Background: an optimization exercise with open tools, aiming at small area, a short achievable clock period and few clock cycles per item. Do not read the settings as production practice. RTL that was checked went through simulation tests only; none was proved equivalent to the original. No functional check of the RTL was part of runs 5 and 6. The clock input has no modelled driver; a real chip could not lean on it and would need a root buffer or a full tree. No activity file was given, so power comes from the tool's default toggle rates.

## design/flow/design.v

```verilog
module p286_tmds_ser (
    input  wire        clk,
    input  wire        rst,         
    input  wire        in_valid,
    output wire        in_ready,
    input  wire        in_ctl,      
    input  wire        in_hsync,    
    input  wire        in_vsync,    
    input  wire [23:0] in_rgb,      
    output wire        out_valid,
    output wire [5:0]  out_unit
);
    reg  [4:0] j_q;         
    reg        h_q;         
    reg        act_q;       
    reg        rdy_q;       
    reg        act1_q;      
    reg        ov_q;        
    reg        pix_q;       
    reg        m0_q;        
    reg        m9_q;        
    reg  [9:0] ring_q [0:2];
    reg  [2:0] inv_q;
    reg  [2:0] o_q;
    wire i0   = !j_q[4] && !j_q[0];
        wire i9   =  j_q[4] && !j_q[3];
    wire i89  =  j_q[4] && !j_q[2];
    wire k354 = (j_q[2] && !j_q[3]) || (j_q[4] && j_q[0]) || (j_q[2] && !j_q[1]) || i9 || i0;
    wire t0     = !h_q && i0;
    wire t19    =  h_q && i9;
    wire pass1  = !h_q ? !i0 : i0;              
    wire mid    = pix_q && !h_q && !i0 && !i9;  
    wire accept = in_valid && rdy_q;
    wire idle_n = !accept && rdy_q;                
    always @(posedge clk) begin
        if (rst || idle_n) begin
            j_q <= 5'b10000;
            h_q <= 1'b1;
        end else begin
            j_q <= {j_q[3:0], !j_q[4]};
            h_q <= h_q ^ i9;
        end
        if (rst) begin
            act_q  <= 1'b0;
            rdy_q  <= 1'b1;
            act1_q <= 1'b0;
            ov_q   <= 1'b0;
        end else begin
            act_q  <= accept || (act_q && !t19);
            rdy_q  <= !accept && (!act_q || (h_q && i89));
            act1_q <= act_q;
            ov_q   <= act1_q;
        end
        if (rdy_q) begin
            pix_q <= !in_ctl;
            m0_q  <= !in_hsync;
            m9_q  <= in_hsync ^ in_vsync;
        end
    end
    genvar c;
    generate
        for (c = 0; c < 3; c = c + 1) begin : ch
            wire [9:0] r = ring_q[c];
            wire [7:0] din = in_rgb[8*c +: 8];
            wire a1 = r[2], a2 = r[3], a3 = r[4], a4 = r[5], a5 = r[6], a6 = r[7], a7 = r[8];
            wire p12 = a1 & a2, p34 = a3 & a4, o12 = a1 | a2, o34 = a3 | a4;
            wire ge1a = o12 | o34;
            wire ge2a = p12 | p34 | (o12 & o34);
            wire ge3a = (p12 & o34) | (p34 & o12);
            wire ge4a = p12 & p34;
            wire ge1b = a5 | a6 | a7;
            wire ge2b = (a5 & a6) | (a5 & a7) | (a6 & a7);
            wire ge3b = a5 & a6 & a7;
            wire maj = ge4a | (ge3a & ge1b) | (ge2a & ge2b) | (ge1a & ge3b);
            wire inv = inv_q[c];
            wire x   = r[9] ^ r[0] ^ inv;
            wire mk  = (c == 0) ? (i0 ? m9_q : m0_q) : 1'b0;
            wire k   = t0 ? 1'b1 : pix_q ? (i9 ? inv : !inv) : (k354 ^ mk);
            wire fb  = mid ? x : k;
            always @(posedge clk) begin
                if (rdy_q)
                    ring_q[c] <= {fb, din, r[1]};
                else
                    ring_q[c] <= {fb, r[9:1]};
                if (!pass1)
                    inv_q[c] <= maj;
                o_q[c] <= pass1 ? (fb ^ pix_q) : r[0];
            end
        end
    endgenerate
    assign in_ready  = rdy_q;
    assign out_valid = ov_q;
    assign out_unit  = {~o_q[2], o_q[2], ~o_q[1], o_q[1], ~o_q[0], o_q[0]};
endmodule
```

## design/flow/flow/run.sh

```bash
#!/bin/bash
set -e
rm -rf myscripts
cp -r "$FLOW_HOME/scripts" myscripts
cp flow/abc_area.script myscripts/abc_area.script
export BUFFER_PORTS_ARGS="-buffer_cell sky130_fd_sc_hd__buf_1"
export CTS_ARGS="-sink_clustering_enable -repair_clock_nets -root_buf sky130_fd_sc_hd__clkbuf_8 -buf_list sky130_fd_sc_hd__clkbuf_8 -dont_use_dummy_load"
export POST_CTS_TCL="$PWD/flow/drop_root.tcl"
SCRIPTS_DIR="$PWD/myscripts" bash standard.sh synth > synth.log 2>&1
bash standard.sh > standard.log 2>&1
```

## design/flow/flow/abc_area.script

```
strash
balance
rewrite
refactor
balance
rewrite
rewrite -z
balance
refactor -z
rewrite -z
balance
dch
map -B 0.9
topo
stime -c
buffer -c
upsize -c
dnsize -c
```

## design/flow/flow/drop_root.tcl

```tcl
set block [ord::get_db_block]
set port_net [$block findNet clk]
set root ""
set nroot 0
foreach it [$port_net getITerms] { set root [$it getInst]; incr nroot }
if {$nroot != 1} { puts "drop_root: clock port drives $nroot pins, tree kept"; return }
set root_out ""
foreach it [$root getITerms] {
  if {[[$it getMTerm] getIoType] eq "OUTPUT"} { set root_out [$it getNet] }
}
set loads {}
set ok 1
foreach it [$root_out getITerms] {
  if {[$it getInst] eq $root} continue
  if {![string match "sky130_fd_sc_hd__clkbuf_*" [[[$it getInst] getMaster] getName]]} { set ok 0 }
  lappend loads $it
}
if {!$ok || [llength $loads] > 4} { puts "drop_root: root drives [llength $loads] pins, tree kept"; return }
puts "drop_root: removing [$root getName], port drives [llength $loads] buffers"
foreach it $loads { $it disconnect; $it connect $port_net }
foreach it [$root getITerms] { $it disconnect }
odb::dbInst_destroy $root
odb::dbNet_destroy $root_out
estimate_parasitics -placement
report_checks -path_delay max -format end
```

## design/flow/standard.sh

```bash
#!/bin/bash
# synth_recipe.tcl (not shown) runs the flow's synth.tcl, then flattens the netlist and writes it again
# the make line also repeats each setting of config.mk as NAME=value (left out here)
make -C /OpenROAD-flow-scripts/flow DESIGN_CONFIG=/design/flow/config.mk WORK_HOME=/design/flow/orfs CLKGATE_MAP_FILE= SYNTH_SCRIPT=/design/flow/synth_recipe.tcl "${@:-finish}"
```

## design/flow/config.mk

```make
export PLATFORM = sky130hd
export DESIGN_NAME = p286_tmds_ser
export DESIGN_NICKNAME = p286_tmds_ser
export VERILOG_FILES = /design/flow/design.v
export SDC_FILE = /design/flow/constraint.sdc
export NUM_CORES = 4
export LEC_CHECK = 0
export ABC_AREA = 1
export CAP_MARGIN = 20
export CORE_MARGIN = 2
export CORE_UTILIZATION = 40
export SETUP_SLACK_MARGIN = 3.2
export SLEW_MARGIN = 20
```

## design/flow/constraint.sdc

```tcl
create_clock -name core_clock -period 5.0 [get_ports {clk}]
set_input_delay 1.0000 -clock core_clock [delete_from_list [all_inputs] [get_ports {clk}]]
set_output_delay 1.0000 -clock core_clock [all_outputs]
set_load 0.01 [all_outputs]
```

==> flow_summary.yaml, run 1 <==
status:
  status: "no timing/DRC/antenna violations"
clocking:
  clk_pin_slew_ns: 0.08
  cts.sinks: 49
  clkLatencyLatePin_ns: 0.14
worst_setup_path:
  path_cells: "buf_1 > inv_1 > o21ai_0 > or2_2"
  path_buf_inv: 2
  r2r-start: "rdy_q"
  start_kind: "input port"
  critPathKind: "input port to flop"
  r2r-end: "h_q"
  cp_top_family: "simple AND/OR/NAND/NOR gates"
  worstSetupStartpoint: "rst"
  crit_end: "h_q"
  cp_max_fo: 6
  critical_path_arrival_ns: 1.73
  worst-path-stages: 4
  end_kind: "flop"
  reg2reg_depth: 4
  cp_slowest_stage_delay_ns: 0.33
  ff2ff_setup_slack_ns: 3.43
  cp_slowest_cell: "or2_2"
  required_ns: 5.04
synth:
  synthSimpleGateAreaFrac: 0.318
  synthCells: 279
  yosysSeqAreaShare: 0.509
  synth_flop_cell: "dfxtp_1"
  netlist_area_um2: 2050
  syn-num-nets: 311
  synth_top_area_cell: "dfxtp_1"
  yosys-mux-area-fraction: 0
  synth_xor_area_frac: 0.0214
  synth_top_family_by_area: "simple AND/OR/NAND/NOR gates"
  async_flop_share: 0
  synth_area_leaders: "dfxtp_1 (42%), nand2_1 (21%), edfxtp_1 (8.8%), inv_1 (6.2%), nor2_1 (4.4%)"
  yosys_warnings: 2
  synth_compound_area_frac: 0.0679
  synthAdderAreaFrac: 0.0122
  yosys_register_bits: 49
  synth.avg_cell_area_um2: 7.33
  synth_edf_count: 6
  synth_top_area_frac: 0.421
  ys_types: 21
finish:
  final_cell_mix: "nand2_1 (113), dfxtp_1 (41), buf_1 (35), inv_1 (33), nor2_1 (24)"
  final_core_util: 0.468
  syn_to_final_growth_pct: 14.7
  fin_nets: 352
  final_common_cell: "nand2_1"
  diodes: 0
  fillers: 534
  layout-drive-gt1-share: 0.0629
die:
  fp.dieH_um: 75.5
  die_x_um: 75.5
  io_pins: 38
  rows: 26
  fp.dieArea_um2: 5700
  core_area_um2: 5010
  start_util: 0.408
routing:
  viasPerCell: 4.41
  dr.pass1.iters: 4
  dr.first_iter.drc_count: 59
  vias: 1713
  wirelength_um: 3740
  detail_route.wl_per_cell_um: 9.63
  ant_nets: 0
  drc_errors: 0
sta:
  tns_ns: 0
  max_freq_ghz: 0.591
  slew_violations: 0
  hold_violations: 0
  fin_crit_sh: 0.338
  rsz0062_at_grt: "no"
  min_period_ns: 1.69
  skew_ns: 0.00898
  worst_pin_slew_ns: 0.543
  finalSetupViolCount: 0
  max_slew_margin: 0.634
global_route:
  grt_pass1_wl_um: 6260
  grt_usage: 0.145
  grt_max_degree: 21
  grt_pass1_vias: 1515
  grt_antenna_before_repair: 0
  grt-ovfl-total: 0
power_and_ir_drop:
  irDropWorstVdd_v: 0.000163
  power_per_cell_area_nw_per_um2: 357
  p_leak_nw: 1.14
min_path:
  hp-start: "ring_q[2][1]"
  hold_path.class: "flop to flop"
placed_design:
  gp_congestion: 0.798
  port_buffers: 37
  dp_hpwl_um: 2610
flow_run:
  cap_violations: 0
[power by group]
group	switching [mW]	internal, mW	total, mW
combinational	0.104	0.0722	0.176
clock	0.0964	0.0733	0.170
sequential	0.0364	0.456	0.493
total	0.236	0.602	0.838
[cells in the mapped netlist, types with 3 or more instances]
library cell,number
inv_1,34
nand2_1,113
clkbuf_1,5
dfxtp_1,43
a21oi_1,6
nor2_1,24
edfxtp_1,6
nand3_1,11
xnor2_1,3
or2_2,4
o21ai_0,13
nand4_1,3
[final cells by class]
class	count	area, µm²	area share
Inverter	34	131	0.0560
Sequential cell	49	1050	0.446
Multi-Input combinational cell	191	858	0.366
Timing Repair Buffer	40	168	0.0715
Tap cell	70	87.6	0.0373
Clock buffer	4	55.1	0.0235
[cells by family (layout without fill, tap and decap cells)]
group	after synthesis	in the layout
DFF	49	49
AOI/OAI and AO/OA	25	25
and+or+nand+nor	159	159
xor gates and xnor gates	5	5
buffers and inverters	39	78
adders and majority gates	2	2
[layer usage]
metal,vias up,wire (µm),global-route usage
met3,3,147,0.0317
met2,27,1790,0.256
met1,742,1750,0.176
met4,0,46,0.0409
li1,941,-,-
met5,-,0,0
[how the worst min path moves through the flow]
| stage | endpoint | slack (ns) | cells past startpoint |
|---|---|---|---|
| 6_report | ring_q[2][0] | 0.32 | 0 |
| 5_1_grt | ring_q[1][0] | 0.33 | 0 |
| 3_5_place_dp | ring_q[1][0] | 0.31 | 0 |
| 2_1_floorplan | ring_q[0][0] | 0.31 | 0 |
| 3_3_place_gp | ring_q[0][0] | 0.31 | 0 |
[registers in the layout, summed over array words and instances, names as in the netlist, 3 cells and up]
register and flops:
ring_q 30, inv_q 3, j_q 5, o_q 3
[per-stage QoR]
stage                     power [mW]  setup slack [ns]  cell area (µm²)  cells  hold WS, ns
after global placement         0.669              2.48             2250    381        0.310
final                          0.838              3.31             2350    388        0.320
after detailed placement       0.672              2.45             2250    381        0.314
after global routing           0.898              3.23             2350    388        0.332
after floorplan                0.624              3.38             2050    279        0.310
Testbench counts, summed over its fixed seeds: cycles 48,024, items 2,400.
==> run 2: changes to the inputs <==
==> design/flow/flow/abc_area.script (replaced) <==
strash
balance
rewrite
refactor
balance
rewrite
rewrite -z
balance
refactor -z
rewrite -z
balance
dch -f
map -a
topo
--- a/design/flow/config.mk
+++ b/design/flow/config.mk
@@ -10,4 +10,4 @@
 export CORE_MARGIN = 2
 export CORE_UTILIZATION = 40
-export SETUP_SLACK_MARGIN = 3.2
+export SETUP_SLACK_MARGIN = 3.4
 export SLEW_MARGIN = 20
==> flow_summary.yaml, run 2 <==
worst_setup_path:
  worstSetupStartpoint: "o_q[2]"
  reg2reg_depth: 10
  crit_end: "out_unit[5]"
  r2r-start: "j_q[4]"
  cp_max_fo: 2
  ff2ff_setup_slack_ns: 3.38
  required_ns: 4.00
  critPathKind: "flop to primary output"
  critical_path_arrival_ns: 0.63
  start_kind: "flop"
  end_kind: "primary output"
  r2r-end: "o_q[0]"
placed_design:
  port_buffers: 37
  dp_hpwl_um: 2380
  placed_area_um2: 2150
  pre_cts_slack_ns: 3.16
  gp_congestion: 0.777
die:
  core_area_um2: 4690
  fp.dieH_um: 73.5
  rows: 25
  start_util: 0.412
  fp.dieArea_um2: 5410
  io_pins: 38
  die_x_um: 73.5
synth:
  async_flop_share: 0
  synth_top_area_frac: 0.445
  synth_edf_count: 6
  yosys_register_bits: 49
  synth_flop_cell: "dfxtp_1"
  synth_area_leaders: "dfxtp_1 (45%), nand2_1 (10%), edfxtp_1 (9.3%), clkinv_1 (7.2%), o21ai_0 (7.0%)"
  synthCells: 239
  synth.most_common_cell: "nand2_1"
  syn-num-nets: 271
  ys_types: 25
  synth.avg_cell_area_um2: 8.09
  yosysSeqAreaShare: 0.538
  netlist_area_um2: 1930
  yosys_warnings: 2
  synth_top_area_cell: "dfxtp_1"
  synth_commonest_cells: "nand2_1 (54), dfxtp_1 (43), clkinv_1 (37)"
power_and_ir_drop:
  p_leak_nw: 1.00
  power_per_cell_area_nw_per_um2: 357
  irDropWorstVdd_v: 0.000173
sta:
  min_period_ns: 1.63
  fin_ws_ns: 3.37
  slew_violations: 0
  tns_ns: 0
  hold_violations: 0
  finalSetupViolCount: 0
  rsz0062_at_grt: "yes"
  fin_crit_sh: 0.327
  max_freq_ghz: 0.612
  skew_ns: 0.0208
  max_slew_margin: 0.753
  worst_pin_slew_ns: 0.361
finish:
  final_common_cell: "nand2_1"
  multi_input_area_um2: 822
  final_cell_mix: "nand2_1 (54), dfxtp_1 (36), clkinv_1 (30), buf_1 (29), o21ai_0 (23)"
  final_area_um2: 2430
  syn_to_final_growth_pct: 25.7
  seq_area_um2: 1050
  fin_nets: 325
  diodes: 0
  largest_register_ffs: 30
  reg_top3: "ring_q (30), j_q (5)"
  fillers: 452
  layout-drive-gt1-share: 0.172
  largest-register: "ring_q"
global_route:
  grt_antenna_before_repair: 0
  grt_usage: 0.153
  grt_max_degree: 24
  grt-ovfl-total: 0
  grt_pass1_wl_um: 6380
  grt_pass1_vias: 1479
routing:
  detail_route.wl_per_cell_um: 10.9
  drc_errors: 0
  viasPerCell: 4.77
  dr.pass1.iters: 4
  dr.first_iter.drc_count: 67
  ant_nets: 0
  wirelength_um: 3750
  vias: 1647
flow_run:
  cap_violations: 0
clocking:
  cts.sinks: 49
  clkLatencyLatePin_ns: 0.15
  clk_pin_slew_ns: 0.08
status:
  status: "no timing/DRC/antenna violations"
min_path:
  hold_path.class: "flop to flop"
## run 2: cell types whose count changed in the layout (fill, tap and decap cells not counted), moves of 5 or more
cell and delta:
nand2_1 -59, inv_1 -33, clkinv_1 +30, o21ai_0 +10, buf_4 +8, nand3_1 -7
buf_1 -6, buf_6 +6, dfxtp_1 -5
## run 2: cells by family after synthesis
| family | count (synthesis) | synth area share |
|---|---|---|
| and+or+nand+nor | 90 | 0.185 |
| adders and majority gates | 2 | 0.0129 |
| DFF | 49 | 0.538 |
| xor gates and xnor gates | 6 | 0.0272 |
| AOI/OAI and AO/OA | 54 | 0.160 |
| buffers and inverters | 37 | 0.0718 |
| muxes | 1 | 0.00517 |
## run 2: worst min path at each step
stage	start	end	slack, ns	cells after the start
5_1_grt	ring_q[0][1]	ring_q[0][0]	0.34	0
3_5_place_dp	ring_q[1][1]	ring_q[1][0]	0.31	0
2_1_floorplan	ring_q[0][1]	ring_q[0][0]	0.31	0
6_report	ring_q[0][1]	ring_q[0][0]	0.33	0
3_3_place_gp	ring_q[1][1]	ring_q[1][0]	0.31	0
## run 2: power breakdown
group	leakage [nW]	internal [mW]	switching (mW)
clock network	0.0288	0.0732	0.0932
registers	0.422	0.458	0.0390
logic	0.553	0.0975	0.107
## run 2: layout make-up
| cell class | instances | area share |
|---|---|---|
| clock buffer | 4 | 0.0226 |
| inverter | 37 | 0.0612 |
| multi-input combinational | 153 | 0.338 |
| sequential | 49 | 0.434 |
| tap | 54 | 0.0278 |
| timing repair buffer | 48 | 0.116 |
## run 2: per-stage QoR
stage / std cells / utilization / total power, mW / hold slack (ns)
after floorplan: 239 / - / 0.611 / 0.310
after detailed placement: 330 / 0.458 / 0.657 / 0.313
final: 345 / 0.518 / 0.868 / 0.331
after global placement: 330 / 0.458 / 0.656 / 0.311
after global routing: 345 / 0.518 / 0.926 / 0.337
## run 2: metal layers
| metal | part of all wire | routed length (µm) | vias up | GRT usage |
|---|---|---|---|---|
| met3 | 0.050 | 189 | 7 | 0.0398 |
| li1 | - | - | 894 | - |
| met4 | 0.021 | 80 | 0 | 0.0646 |
| met2 | 0.46 | 1730 | 45 | 0.249 |
| met1 | 0.47 | 1750 | 701 | 0.192 |
| met5 | 0 | 0 | - | 0 |
## run 2: critical path: stages (launching register included)
cell     delay, ns
dfxtp_2       0.35
inv_2         0.04
buf_6         0.11
==> run 3: changes to the inputs <==
==> design/flow/flow/run.sh (replaced) <==
#!/bin/bash
export BUFFER_PORTS_ARGS="-buffer_cell sky130_fd_sc_hd__buf_1"
export CTS_ARGS="-sink_clustering_enable -repair_clock_nets -root_buf sky130_fd_sc_hd__clkbuf_4 -buf_list sky130_fd_sc_hd__clkbuf_4 -dont_use_dummy_load"
export POST_CTS_TCL="$PWD/flow/drop_root.tcl"
bash standard.sh > standard.log 2>&1
--- a/design/flow/config.mk
+++ b/design/flow/config.mk
@@ -10,4 +10,4 @@
 export CORE_MARGIN = 2
 export CORE_UTILIZATION = 40
-export SETUP_SLACK_MARGIN = 3.4
+export SETUP_SLACK_MARGIN = 3.2
 export SLEW_MARGIN = 20
removed: design/flow/flow/abc_area.script
==> flow_summary.yaml, run 3 <==
status:
  status: "no timing/DRC/antenna violations"
sta:
  finalSetupViolCount: 0
  tns_ns: 0
  worst_pin_slew_ns: 0.366
  hold_violations: 0
  max_slew_margin: 0.754
  slew_violations: 0
  skew_ns: 0.00795
  min_period_ns: 1.68
  fin_crit_sh: 0.336
  max_freq_ghz: 0.596
  rsz0062_at_grt: "no"
worst_setup_path:
  cp_slowest_stage_delay_ns: 0.35
  cp_max_fo: 2
  worstSetupStartpoint: "o_q[0]"
  r2r-start: "j_q[4]"
  critPathKind: "flop to primary output"
  ff2ff_setup_slack_ns: 3.53
  critical_path_arrival_ns: 0.68
  cp_slowest_cell: "dfxtp_2"
  start_kind: "flop"
  path_cells: "inv_1 > buf_2"
  end_kind: "primary output"
  required_ns: 4.00
clocking:
  clkLatencyLatePin_ns: 0.18
  clk_pin_slew_ns: 0.12
  cts.sinks: 49
finish:
  final_area_um2: 2290
  fin_nets: 342
  largest-register: "ring_q"
  layout-drive-gt1-share: 0.0877
  diodes: 0
  final_cell_mix: "nand2_1 (104), dfxtp_1 (39), inv_1 (32), buf_1 (29), nor2_1 (17)"
  syn_to_final_growth_pct: 13.2
  largest_register_ffs: 30
  reg_top3: "ring_q (30), j_q (5)"
  final_common_cell: "nand2_1"
die:
  die_x_um: 75.1
  fp.dieH_um: 75.1
  start_util: 0.420
  core_area_um2: 4820
  io_pins: 38
  rows: 25
  fp.dieArea_um2: 5650
global_route:
  grt_usage: 0.142
  grt_pass1_wl_um: 6150
  grt_max_degree: 37
  grt_pass1_vias: 1463
  grt-ovfl-total: 0
  grt_antenna_before_repair: 0
synth:
  synth_area_leaders: "dfxtp_1 (43%), nand2_1 (19%), edfxtp_1 (8.9%), inv_1 (5.9%), nand3_1 (4.0%)"
  synth_edf_count: 6
  synth.avg_cell_area_um2: 7.50
  yosys_warnings: 2
  synthCells: 270
  yosys_register_bits: 49
  synth_flop_cell: "dfxtp_1"
  synth_commonest_cells: "nand2_1 (104), dfxtp_1 (43), inv_1 (32)"
  async_flop_share: 0
  netlist_area_um2: 2020
  synth_top_area_frac: 0.425
  synth_top_area_cell: "dfxtp_1"
  syn-num-nets: 302
  yosysSeqAreaShare: 0.514
  ys_types: 24
  synth.most_common_cell: "nand2_1"
routing:
  viasPerCell: 4.41
  dr.pass1.iters: 4
  dr.first_iter.drc_count: 61
  wirelength_um: 3480
  vias: 1653
  drc_errors: 0
  detail_route.wl_per_cell_um: 9.28
  ant_nets: 0
power_and_ir_drop:
  irDropWorstVdd_v: 0.000126
  power_per_cell_area_nw_per_um2: 350
  p_leak_nw: 1.13
min_path:
  hp-start: "ring_q[2][1]"
  hold_path.class: "flop to flop"
placed_design:
  placed_area_um2: 2240
  port_buffers: 37
  dp_hpwl_um: 2620
  gp_congestion: 0.717
flow_run:
  cap_violations: 0
run 3: changes by cell type after synthesis, moves of 9 or more:
cell	before	now
clkinv_1	37	0
inv_1	0	32
nand2_1	54	104
nand3_1	4	16
nor2_1	26	17
o21ai_0	27	13
run 3: power breakdown:
group / leakage [nW] / switching (mW) / internal [mW]
Sequential: 0.421 / 0.0345 / 0.457
Clock: 0.0184 / 0.0949 / 0.0386
Combinational: 0.686 / 0.102 / 0.0753
Total: 1.13 / 0.231 / 0.571
run 3: cell families (layout without fill, tap and decap cells):
group	Yosys count	in the layout	share of synthesized area
flip-flops	49	49	0.514
adder cells (fa/ha/maj)	2	2	0.0124
buffers and inverters	39	77	0.0723
XOR/XNOR	5	5	0.0216
AO/OA/AOI/OAI	29	29	0.0847
AND/OR/NAND/NOR	146	146	0.295
run 3: critical path: cells and delay by family (launching register included):
kind                   cells  cell delay, ns
flip-flops                 1            0.35
buffers and inverters      2            0.15
run 3: final cells by class:
type	count	area (µm²)
Inverter	35	131
Clock buffer	4	30.0
Multi-Input combinational cell	182	837
Tap cell	67	83.8
Sequential cell	49	1050
Timing Repair Buffer	38	163
Fill cell	501	2530
run 3: worst paths after layout:
kind	endpoint	cells past startpoint
setup / recovery	out_unit[1]	2
hold / removal	ring_q[2][0]	0
setup reg to reg	inv_q[1]	3
hold reg to reg	ring_q[2][0]	0
run 3: per-layer routing:
layer  global-route usage  vias up  routed length, µm
met5                    0        -                  0
met1                0.193      694               1820
met4               0.0370        0                 38
met3               0.0375        4                127
met2                0.228       26               1490
li1                     -      929                  -
run 3: metrics by stage:
stage          std cells  worst slack [ns]   util  hold slack (ns)  power [mW]
3_5_place_dp         371              3.32  0.465            0.314       0.674
6_report             375              3.32  0.476            0.339       0.803
3_3_place_gp         371              3.33  0.465            0.310       0.672
2_1_floorplan        270              3.50      -            0.310       0.625
5_1_grt              375              3.27  0.476            0.355       0.863
==> run 4: changes to the inputs <==
==> design/flow/flow/run.sh (replaced) <==
#!/bin/bash
export BUFFER_PORTS_ARGS="-buffer_cell sky130_fd_sc_hd__buf_1"
export CTS_ARGS="-sink_clustering_enable -repair_clock_nets -root_buf sky130_fd_sc_hd__clkbuf_8 -buf_list sky130_fd_sc_hd__clkbuf_8 -sink_clustering_size 18 -dont_use_dummy_load"
export POST_CTS_TCL="$PWD/flow/drop_root.tcl"
bash standard.sh > standard.log 2>&1
==> flow_summary.yaml, run 4 <==
sta:
  min_period_ns: 1.63
  skew_ns: 0.00434
  fin_ws_ns: 3.37
  max_slew_margin: 0.754
  slew_violations: 0
  finalSetupViolCount: 0
  tns_ns: 0
  max_freq_ghz: 0.615
  rsz0062_at_grt: "no"
  fin_crit_sh: 0.325
  worst_pin_slew_ns: 0.366
  hold_violations: 0
synth:
  netlist_area_um2: 2020
  syn-num-nets: 302
  synth_flop_cell: "dfxtp_1"
  synth_top_area_frac: 0.425
  synth_top_area_cell: "dfxtp_1"
  synth_commonest_cells: "nand2_1 (104), dfxtp_1 (43), inv_1 (32)"
  yosysSeqAreaShare: 0.514
  synth_edf_count: 6
  synth_area_leaders: "dfxtp_1 (43%), nand2_1 (19%), edfxtp_1 (8.9%), inv_1 (5.9%), nand3_1 (4.0%)"
  yosys_register_bits: 49
  synth.avg_cell_area_um2: 7.50
  async_flop_share: 0
  ys_types: 24
  yosys_warnings: 2
  synthCells: 270
  synth.most_common_cell: "nand2_1"
clocking:
  cts.sinks: 49
  clk_pin_slew_ns: 0.07
  clkLatencyLatePin_ns: 0.14
finish:
  largest-register: "ring_q"
  final_cell_mix: "nand2_1 (104), dfxtp_1 (42), buf_1 (35), inv_1 (32), nor2_1 (17)"
  fillers: 501
  final_common_cell: "nand2_1"
  layout-drive-gt1-share: 0.0584
  stdcell_count: 375
  largest_register_ffs: 30
  diodes: 0
  fin_nets: 342
  syn_to_final_growth_pct: 13.5
  reg_top3: "ring_q (30), j_q (5)"
  final_area_um2: 2300
worst_setup_path:
  r2r-end: "inv_q[1]"
  critical_path_arrival_ns: 0.63
  r2r-start: "j_q[4]"
  start_kind: "flop"
  worstSetupStartpoint: "o_q[2]"
  cp_max_fo: 2
  critPathKind: "flop to primary output"
  ff2ff_setup_slack_ns: 3.54
  end_kind: "primary output"
  crit_end: "out_unit[5]"
  reg2reg_depth: 3
  required_ns: 4.00
min_path:
  hold_path.class: "flop to flop"
  hp-start: "ring_q[2][1]"
placed_design:
  pre_cts_slack_ns: 3.32
  gp_congestion: 0.717
  placedCellCount: 371
  placed_area_um2: 2240
  port_buffers: 37
  dp_hpwl_um: 2620
flow_run:
  cap_violations: 0
routing:
  dr.first_iter.drc_count: 81
  dr.pass1.iters: 4
  detail_route.wl_per_cell_um: 9.22
  viasPerCell: 4.41
  wirelength_um: 3460
  vias: 1652
  ant_nets: 0
  drc_errors: 0
die:
  fp.dieArea_um2: 5650
  rows: 25
  start_util: 0.420
  io_pins: 38
  fp.dieH_um: 75.1
  core_area_um2: 4820
  die_x_um: 75.1
global_route:
  grt_pass1_wl_um: 6120
  grt_usage: 0.142
  grt_max_degree: 37
  grt-ovfl-total: 0
  grt_pass1_vias: 1423
  grt_antenna_before_repair: 0
power_and_ir_drop:
  p_leak_nw: 1.12
  power_per_cell_area_nw_per_um2: 362
  irDropWorstVdd_v: 0.000134
status:
  status: "no timing/DRC/antenna violations"
-- run 4: cell types whose count changed in the layout (fill, tap and decap cells not counted), moves of 3 or more --
cell,before,now
buf_1,29,35
buf_2,7,2
clkbuf_4,4,0
clkbuf_8,0,4
dfxtp_1,39,42
dfxtp_2,4,1
-- run 4: kinds of logic (layout without fill, tap and decap cells) --
kind of cell	count (synthesis)	in the layout	share of synthesized area
AND/OR/NAND/NOR	146	146	0.295
AO/OA/AOI/OAI	29	29	0.0847
buffers and inverters	39	77	0.0723
adder cells (fa/ha/maj)	2	2	0.0124
flip-flops	49	49	0.514
XOR/XNOR	5	5	0.0216
-- run 4: worst min-delay path by stage --
stage	to	depth (start not counted)
6_report	ring_q[2][0]	0
3_5_place_dp	ring_q[0][0]	0
5_1_grt	ring_q[0][0]	0
3_3_place_gp	ring_q[0][0]	0
2_1_floorplan	ring_q[0][0]	0
-- run 4: where the power goes --
group | leakage, nW | total (mW) | switching (mW) | internal, mW
registers | 0.421 | 0.491 | 0.0344 | 0.457
clock network | 0.0288 | 0.167 | 0.0934 | 0.0732
logic | 0.665 | 0.174 | 0.102 | 0.0720
-- run 4: critical path: stages, from the launching register on --
cell,delay [ns]
dfxtp_1,0.33
inv_1,0.04
buf_2,0.13
-- run 4: final cells by class --
class | instances | area (µm²) | area share
clock buffers | 4 | 55.1 | 0.0240
inverters | 35 | 131 | 0.0572
repair buffers | 38 | 149 | 0.0648
multi-input cells | 182 | 837 | 0.364
flip-flops and latches | 49 | 1040 | 0.453
well taps | 67 | 83.8 | 0.0365
-- run 4: metrics by stage --
| stage | util | hold slack, ns | power, mW |
|---|---|---|---|
| 6_report | 0.477 | 0.329 | 0.831 |
| 5_1_grt | 0.477 | 0.339 | 0.893 |
| 3_5_place_dp | 0.465 | 0.314 | 0.674 |
| 3_3_place_gp | 0.465 | 0.310 | 0.672 |
| 2_1_floorplan | - | 0.310 | 0.625 |
-- run 4: routing by layer --
| layer | global-route usage | part of all wire |
|---|---|---|
| met1 | 0.195 | 0.53 |
| met2 | 0.225 | 0.43 |
| met3 | 0.0375 | 0.034 |
| met4 | 0.0370 | 0.011 |
| met5 | 0 | 0 |
==> run 5: changes to the inputs <==
--- a/design/flow/design.v
+++ b/design/flow/design.v
@@ -31,4 +31,8 @@
     wire pass1  = !h_q ? !i0 : i0;              
     wire mid    = pix_q && !h_q && !i0 && !i9;  
+    wire t10p   = h_q && i0;                     
+    wire pixs   = pix_q && !t0;                  
+    wire krg    = t0 || (!pix_q && k354);
+    wire kb     = t0 || (!pix_q && (k354 ^ (i0 ? m9_q : m0_q)));
     wire accept = in_valid && rdy_q;
     wire idle_n = !accept && rdy_q;                
@@ -74,8 +78,6 @@
             wire maj = ge4a | (ge3a & ge1b) | (ge2a & ge2b) | (ge1a & ge3b);
             wire inv = inv_q[c];
-            wire x   = r[9] ^ r[0] ^ inv;
-            wire mk  = (c == 0) ? (i0 ? m9_q : m0_q) : 1'b0;
-            wire k   = t0 ? 1'b1 : pix_q ? (i9 ? inv : !inv) : (k354 ^ mk);
-            wire fb  = mid ? x : k;
+            wire y   = (mid && (r[9] ^ r[0])) || t10p;
+            wire fb  = (pixs && (y ^ inv)) || ((c == 0) ? kb : krg);
             always @(posedge clk) begin
                 if (rdy_q)
==> design/flow/flow/run.sh (replaced) <==
#!/bin/bash
export BUFFER_PORTS_ARGS="-buffer_cell sky130_fd_sc_hd__buf_1"
export CTS_ARGS="-sink_clustering_enable -repair_clock_nets -root_buf sky130_fd_sc_hd__clkbuf_8 -buf_list sky130_fd_sc_hd__clkbuf_8 -dont_use_dummy_load"
export POST_CTS_TCL="$PWD/flow/drop_root.tcl"
bash standard.sh > standard.log 2>&1
==> flow_summary.yaml, run 5 <==
status:
  status: "no timing/DRC/antenna violations"
synth:
  synth_top_family_by_area: "simple AND/OR/NAND/NOR gates"
  synth_compound_area_frac: 0.116
  ys_types: 29
  yosys_register_bits: 49
  netlist_area_um2: 2070
  synth.most_common_cell: "nand2_1"
  synth_top_area_frac: 0.415
  synthCells: 267
  synth_top_area_cell: "dfxtp_1"
  async_flop_share: 0
  synth_flop_cell: "dfxtp_1"
  synthAdderAreaFrac: 0.0181
  yosysSeqAreaShare: 0.502
  syn-num-nets: 300
  yosys-mux-area-fraction: 0
  synth_edf_count: 6
  yosys_warnings: 2
  synth_area_leaders: "dfxtp_1 (41%), nand2_1 (15%), edfxtp_1 (8.7%), inv_1 (7.2%), o21ai_0 (4.6%)"
  synth_commonest_cells: "nand2_1 (83), dfxtp_1 (43), inv_1 (40)"
  synth.avg_cell_area_um2: 7.77
  synthSimpleGateAreaFrac: 0.265
  synth_xor_area_frac: 0.0127
worst_setup_path:
  critPathKind: "flop to primary output"
  ff2ff_setup_slack_ns: 3.45
  cp_slowest_cell: "dfxtp_1"
  required_ns: 4.00
  end_kind: "primary output"
  cp_max_fo: 2
  cp_slowest_stage_delay_ns: 0.33
  reg2reg_depth: 4
  r2r-start: "rdy_q"
  start_kind: "flop"
  critical_path_arrival_ns: 0.62
  r2r-end: "h_q"
  path_cells: "inv_1 > buf_2"
finish:
  diodes: 0
  syn_to_final_growth_pct: 13.0
  fin_nets: 339
  layout-drive-gt1-share: 0.0789
  final_common_cell: "nand2_1"
  largest-register: "ring_q"
  final_area_um2: 2340
  final_cell_mix: "nand2_1 (83), dfxtp_1 (43), inv_1 (40), buf_1 (36), o21ai_0 (19)"
  largest_register_ffs: 30
  reg_top3: "ring_q (30), j_q (5)"
sta:
  worst_pin_slew_ns: 0.369
  max_freq_ghz: 0.616
  slew_violations: 0
  max_slew_margin: 0.752
  rsz0062_at_grt: "no"
  fin_hold_ws_ns: 0.307
  fin_crit_sh: 0.325
  finalSetupViolCount: 0
  min_period_ns: 1.62
  tns_ns: 0
  skew_ns: 0.0197
  hold_violations: 0
power_and_ir_drop:
  power_per_cell_area_nw_per_um2: 351
  irDropWorstVdd_v: 0.000165
  p_leak_nw: 1.11
global_route:
  grt_usage: 0.132
  grt_pass1_wl_um: 6200
  grt_pass1_vias: 1492
  grt-ovfl-total: 0
  grt_max_degree: 44
  grt_antenna_before_repair: 0
routing:
  detail_route.wl_per_cell_um: 9.29
  vias: 1604
  drc_errors: 0
  dr.first_iter.drc_count: 61
  viasPerCell: 4.29
  ant_nets: 0
  wirelength_um: 3480
  dr.pass1.iters: 4
die:
  start_util: 0.411
  core_area_um2: 5040
  fp.dieH_um: 76.0
  fp.dieArea_um2: 5780
  die_x_um: 76.0
  rows: 26
  io_pins: 38
placed_design:
  port_buffers: 37
  gp_congestion: 0.772
  dp_hpwl_um: 2660
  placed_area_um2: 2290
min_path:
  hold_path.class: "flop to flop"
  holdPathEnd: "ring_q[2][0]"
  hp-start: "ring_q[2][1]"
  holdPathStages: 0
clocking:
  clk_pin_slew_ns: 0.09
  cts.sinks: 49
  clkLatencyLatePin_ns: 0.15
flow_run:
  cap_violations: 0
## run 5: changes by cell type in the layout (fill, tap and decap cells not counted), sizes merged, moves of 3 or more
cell / before / now
inv: 35 / 42
o21ai: 17 / 21
xnor2: 3 / 0
nand2: 107 / 85
nor2: 17 / 21
a21oi: 4 / 7
## run 5: final cells by class
| class | count | area [µm²] |
|---|---|---|
| Inverter | 42 | 158 |
| Timing Repair Buffer | 38 | 148 |
| Clock buffer | 4 | 55.1 |
| Sequential cell | 49 | 1040 |
| Tap cell | 70 | 87.6 |
| Multi-Input combinational cell | 171 | 856 |
| Fill cell | 513 | 2700 |
## run 5: per-stage QoR
step	utilization	power [mW]	instances	setup WS, ns
2_1_floorplan	-	0.620	267	3.45
3_3_place_gp	0.454	0.666	370	3.27
3_5_place_dp	0.454	0.668	370	3.24
5_1_grt	0.465	0.881	374	3.29
6_report	0.465	0.822	374	3.38
## run 5: how the worst max path moves through the flow
stage | start | to | slack [ns] | cells after the start
after floorplan | rst | j_q[4] | 3.45 | 3
after global placement | rst | j_q[4] | 3.27 | 4
after detailed placement | rst | h_q | 3.24 | 4
after global routing | rdy_q | h_q | 3.29 | 4
final | o_q[2] | out_unit[5] | 3.38 | 2
## run 5: routing by layer
| metal | part of all wire | wire (µm) | track usage |
|---|---|---|---|
| met1 | 0.50 | 1740 | 0.164 |
| met2 | 0.45 | 1560 | 0.221 |
| met3 | 0.034 | 118 | 0.0320 |
| met4 | 0.016 | 57 | 0.0527 |
| met5 | 0 | 0 | 0 |
## run 5: kinds of logic after synthesis
logic type	count (synthesis)
adder cells (fa/ha/maj)	3
XOR/XNOR	3
buffers and inverters	47
AND/OR/NAND/NOR	127
AO/OA/AOI/OAI	38
flip-flops	49
## run 5: critical path, delay by kind of cell, from the launching register on
kind     cells  cell delay, ns
buf+inv      2            0.17
flops        1            0.33
## run 5: where the power goes
| group | internal [mW] | switching, mW |
|---|---|---|
| Combinational | 0.0674 | 0.103 |
| Sequential | 0.456 | 0.0313 |
| Clock | 0.0732 | 0.0911 |
| Total | 0.597 | 0.226 |
==> run 6: changes to the inputs <==
--- a/design/flow/design.v
+++ b/design/flow/design.v
@@ -18,9 +18,9 @@
     reg        ov_q;        
     reg        pix_q;       
+    reg        pix2_q;      
     reg        m0_q;        
     reg        m9_q;        
     reg  [9:0] ring_q [0:2];
     reg  [2:0] inv_q;
-    reg  [2:0] o_q;
     wire i0   = !j_q[4] && !j_q[0];
         wire i9   =  j_q[4] && !j_q[3];
@@ -29,10 +29,7 @@
     wire t0     = !h_q && i0;
     wire t19    =  h_q && i9;
-    wire pass1  = !h_q ? !i0 : i0;              
     wire mid    = pix_q && !h_q && !i0 && !i9;  
-    wire t10p   = h_q && i0;                     
-    wire pixs   = pix_q && !t0;                  
-    wire krg    = t0 || (!pix_q && k354);
-    wire kb     = t0 || (!pix_q && (k354 ^ (i0 ? m9_q : m0_q)));
+    wire t1     = !h_q && j_q[0] && !j_q[1];
+    wire rot    = h_q ? !i0 : i0;               
     wire accept = in_valid && rdy_q;
     wire idle_n = !accept && rdy_q;                
@@ -56,4 +53,5 @@
             ov_q   <= act1_q;
         end
+        pix2_q <= pix_q;
         if (rdy_q) begin
             pix_q <= !in_ctl;
@@ -78,6 +76,8 @@
             wire maj = ge4a | (ge3a & ge1b) | (ge2a & ge2b) | (ge1a & ge3b);
             wire inv = inv_q[c];
-            wire y   = (mid && (r[9] ^ r[0])) || t10p;
-            wire fb  = (pixs && (y ^ inv)) || ((c == 0) ? kb : krg);
+            wire x   = (r[9] && !t1) ^ r[0] ^ inv;
+            wire mk  = (c == 0) ? (i0 ? m9_q : m0_q) : 1'b0;
+            wire k   = pix_q ? (i9 ? !inv : inv) : (k354 ^ mk);
+            wire fb  = rot ? (r[0] ^ pix2_q) : mid ? x : k;
             always @(posedge clk) begin
                 if (rdy_q)
@@ -85,7 +85,6 @@
                 else
                     ring_q[c] <= {fb, r[9:1]};
-                if (!pass1)
+                if (rot)
                     inv_q[c] <= maj;
-                o_q[c] <= pass1 ? (fb ^ pix_q) : r[0];
             end
         end
@@ -93,4 +92,4 @@
     assign in_ready  = rdy_q;
     assign out_valid = ov_q;
-    assign out_unit  = {~o_q[2], o_q[2], ~o_q[1], o_q[1], ~o_q[0], o_q[0]};
+    assign out_unit  = {~ring_q[2][9], ring_q[2][9], ~ring_q[1][9], ring_q[1][9], ~ring_q[0][9], ring_q[0][9]};
 endmodule
==> flow_summary.yaml, run 6 <==
min_path:
  hold_path.class: "flop to flop"
  hp-start: "ring_q[2][1]"
sta:
  max_freq_ghz: 0.593
  skew_ns: 0.0105
  worst_pin_slew_ns: 0.383
  slew_violations: 0
  min_period_ns: 1.69
  finalSetupViolCount: 0
  hold_violations: 0
  rsz0062_at_grt: "no"
  max_slew_margin: 0.743
  tns_ns: 0
  fin_crit_sh: 0.338
synth:
  synth_area_leaders: "dfxtp_1 (41%), nand2_1 (19%), edfxtp_1 (8.9%), inv_1 (6.7%), nand3_1 (5.0%)"
  syn-num-nets: 307
  synth_edf_count: 6
  netlist_area_um2: 2020
  yosysSeqAreaShare: 0.495
  synth_flop_cell: "dfxtp_1"
  synth.avg_cell_area_um2: 7.33
  ys_types: 24
  synth.most_common_cell: "nand2_1"
  yosys_warnings: 2
  yosys_register_bits: 47
  synthCells: 276
  synth_top_area_cell: "dfxtp_1"
  synth_commonest_cells: "nand2_1 (102), dfxtp_1 (41), inv_1 (36)"
  synth_top_area_frac: 0.406
  async_flop_share: 0
worst_setup_path:
  end_kind: "primary output"
  cp_max_fo: 3
  r2r-start: "rdy_q"
  critPathKind: "flop to primary output"
  worstSetupStartpoint: "ring_q[2][9]"
  critical_path_arrival_ns: 0.69
  required_ns: 4.00
  start_kind: "flop"
finish:
  largest_register_ffs: 30
  seq_area_um2: 1010
  largest-register: "ring_q"
  final_common_cell: "nand2_1"
  layout-drive-gt1-share: 0.107
  stdcell_count: 386
  fin_nets: 352
  syn_to_final_growth_pct: 16.8
  reg_top3: "ring_q (30), j_q (5), inv_q (3)"
  diodes: 0
  final_cell_mix: "nand2_1 (102), dfxtp_1 (37), inv_1 (33), buf_1 (30), nand3_1 (20)"
  fillers: 520
  multi_input_area_um2: 837
routing:
  dr.first_iter.drc_count: 81
  viasPerCell: 4.50
  ant_nets: 0
  detail_route.wl_per_cell_um: 10.0
  wirelength_um: 3870
  dr.pass1.iters: 4
  drc_errors: 0
  vias: 1737
die:
  start_util: 0.422
  rows: 25
  fp.dieArea_um2: 5640
  io_pins: 38
  die_x_um: 75.1
  core_area_um2: 4790
  fp.dieH_um: 75.1
global_route:
  grt-ovfl-total: 0
  grt_antenna_before_repair: 0
  grt_pass1_vias: 1567
  grt_pass1_wl_um: 6860
  grt_usage: 0.160
  grt_max_degree: 25
power_and_ir_drop:
  irDropWorstVdd_v: 0.000178
  p_leak_nw: 1.16
  power_per_cell_area_nw_per_um2: 356
placed_design:
  placedCellCount: 373
  gp_congestion: 0.740
  port_buffers: 37
  dp_hpwl_um: 2860
clocking:
  clk_pin_slew_ns: 0.08
  cts.sinks: 47
  clkLatencyLatePin_ns: 0.14
status:
  status: "no timing/DRC/antenna violations"
flow_run:
  cap_violations: 0
-- run 6: changes by cell type in the layout (fill, tap and decap cells not counted), sizes merged, moves of 3 or more --
cell	delta
nand2	+19
buf	+9
a21oi	-3
nor2	-5
inv	-5
-- run 6: path summary, 6_finish.rpt --
kind / endpoint / slack, ns / depth (start not counted)
max: out_unit[5] / 3.31 / 2
min: ring_q[2][0] / 0.32 / 0
max reg2reg: h_q / 3.40 / 5
min reg2reg: ring_q[2][0] / 0.32 / 0
-- run 6: kinds of logic after synthesis --
kind of cell               Yosys count  share of synthesized area
buffers and inverters               45                     0.0910
and+or+nand+nor                    143                      0.285
xor gates and xnor gates             6                     0.0260
DFF                                 47                      0.495
AOI/OAI and AO/OA                   34                     0.0965
adders and majority gates            1                    0.00619
-- run 6: area by class of cell --
class / instances / area share
multi-input cells: 184 / 0.354
clock buffers: 4 / 0.0233
flip-flops and latches: 47 / 0.427
well taps: 67 / 0.0355
repair buffers: 47 / 0.101
inverters: 37 / 0.0588
-- run 6: metal layers --
layer  up-vias  GRT usage  part of all wire  wire length [µm]
met3         4     0.0321             0.033               126
met4         0     0.0536             0.011                44
met1       759      0.222              0.50              1930
li1        950          -                 -                 -
met2        24      0.250              0.46              1770
met5         -          0                 0                 0
-- run 6: worst max-delay path, cell delays in order (launching register included) --
cell and delay, ns:
dfxtp_2 0.37, inv_2 0.06, buf_6 0.12
-- run 6: power breakdown --
part           total [mW]  switching, mW  internal, mW
clock               0.164         0.0905        0.0731
combinational       0.207          0.112        0.0945
sequential          0.472         0.0354         0.436
-- run 6: metrics by stage --
| stage | util | power [mW] | hold WS [ns] | setup slack, ns | instance area [µm²] |
|---|---|---|---|---|---|
| global route | 0.494 | 0.910 | 0.329 | 3.23 | 2360 |
| detailed placement | 0.461 | 0.652 | 0.312 | 2.93 | 2210 |
| floorplan | - | 0.610 | 0.310 | 3.38 | 2020 |
| global placement | 0.461 | 0.649 | 0.310 | 2.98 | 2210 |
| finish | 0.494 | 0.842 | 0.325 | 3.31 | 2360 |

what the ideal ports hide:
The results above use ideal ports. As a check the final layouts listed here were re-extracted and re-timed, cells and wires unchanged.
Step 1 assumes that a clkbuf_16 drives the clock port and a buf_2 every other input.
Step 2, shift: input delay + t, output delay - t, t = (earliest + latest rising clock arrival at the registers) / 2. This alone moves slack from input paths to output paths.
a / b / c = ideal ports / drivers / drivers and shift; a / b = the first two.
run	t, ns	slack for setup (ns)	hold slack, ns	worst data-port slew with drivers (ns)	cell pins on the clock port's net
run 1	0.191	3.308 / 3.313 / 3.151	0.320 / 0.320 / 0.320	0.03	4
run 2	0.190	3.367 / 3.316 / 3.275	0.331 / 0.331 / 0.331	0.03	4
run 3	0.218	3.321 / 3.278 / 3.327	0.339 / 0.339 / 0.339	0.03	4
run 4	0.188	3.373 / 3.323 / 3.322	0.329 / 0.329 / 0.329	0.03	4
run 5	0.193	3.376 / 3.322 / 3.254	0.307 / 0.307 / 0.307	0.03	4
run 6	0.187	3.312 / 3.261 / 3.241	0.325 / 0.325 / 0.325	0.03	4
After both steps setup and hold are still met in every run listed. The setup slack of run 1, which loses most, moves by +0.005 ns with the drivers and by -0.157 ns with both steps.
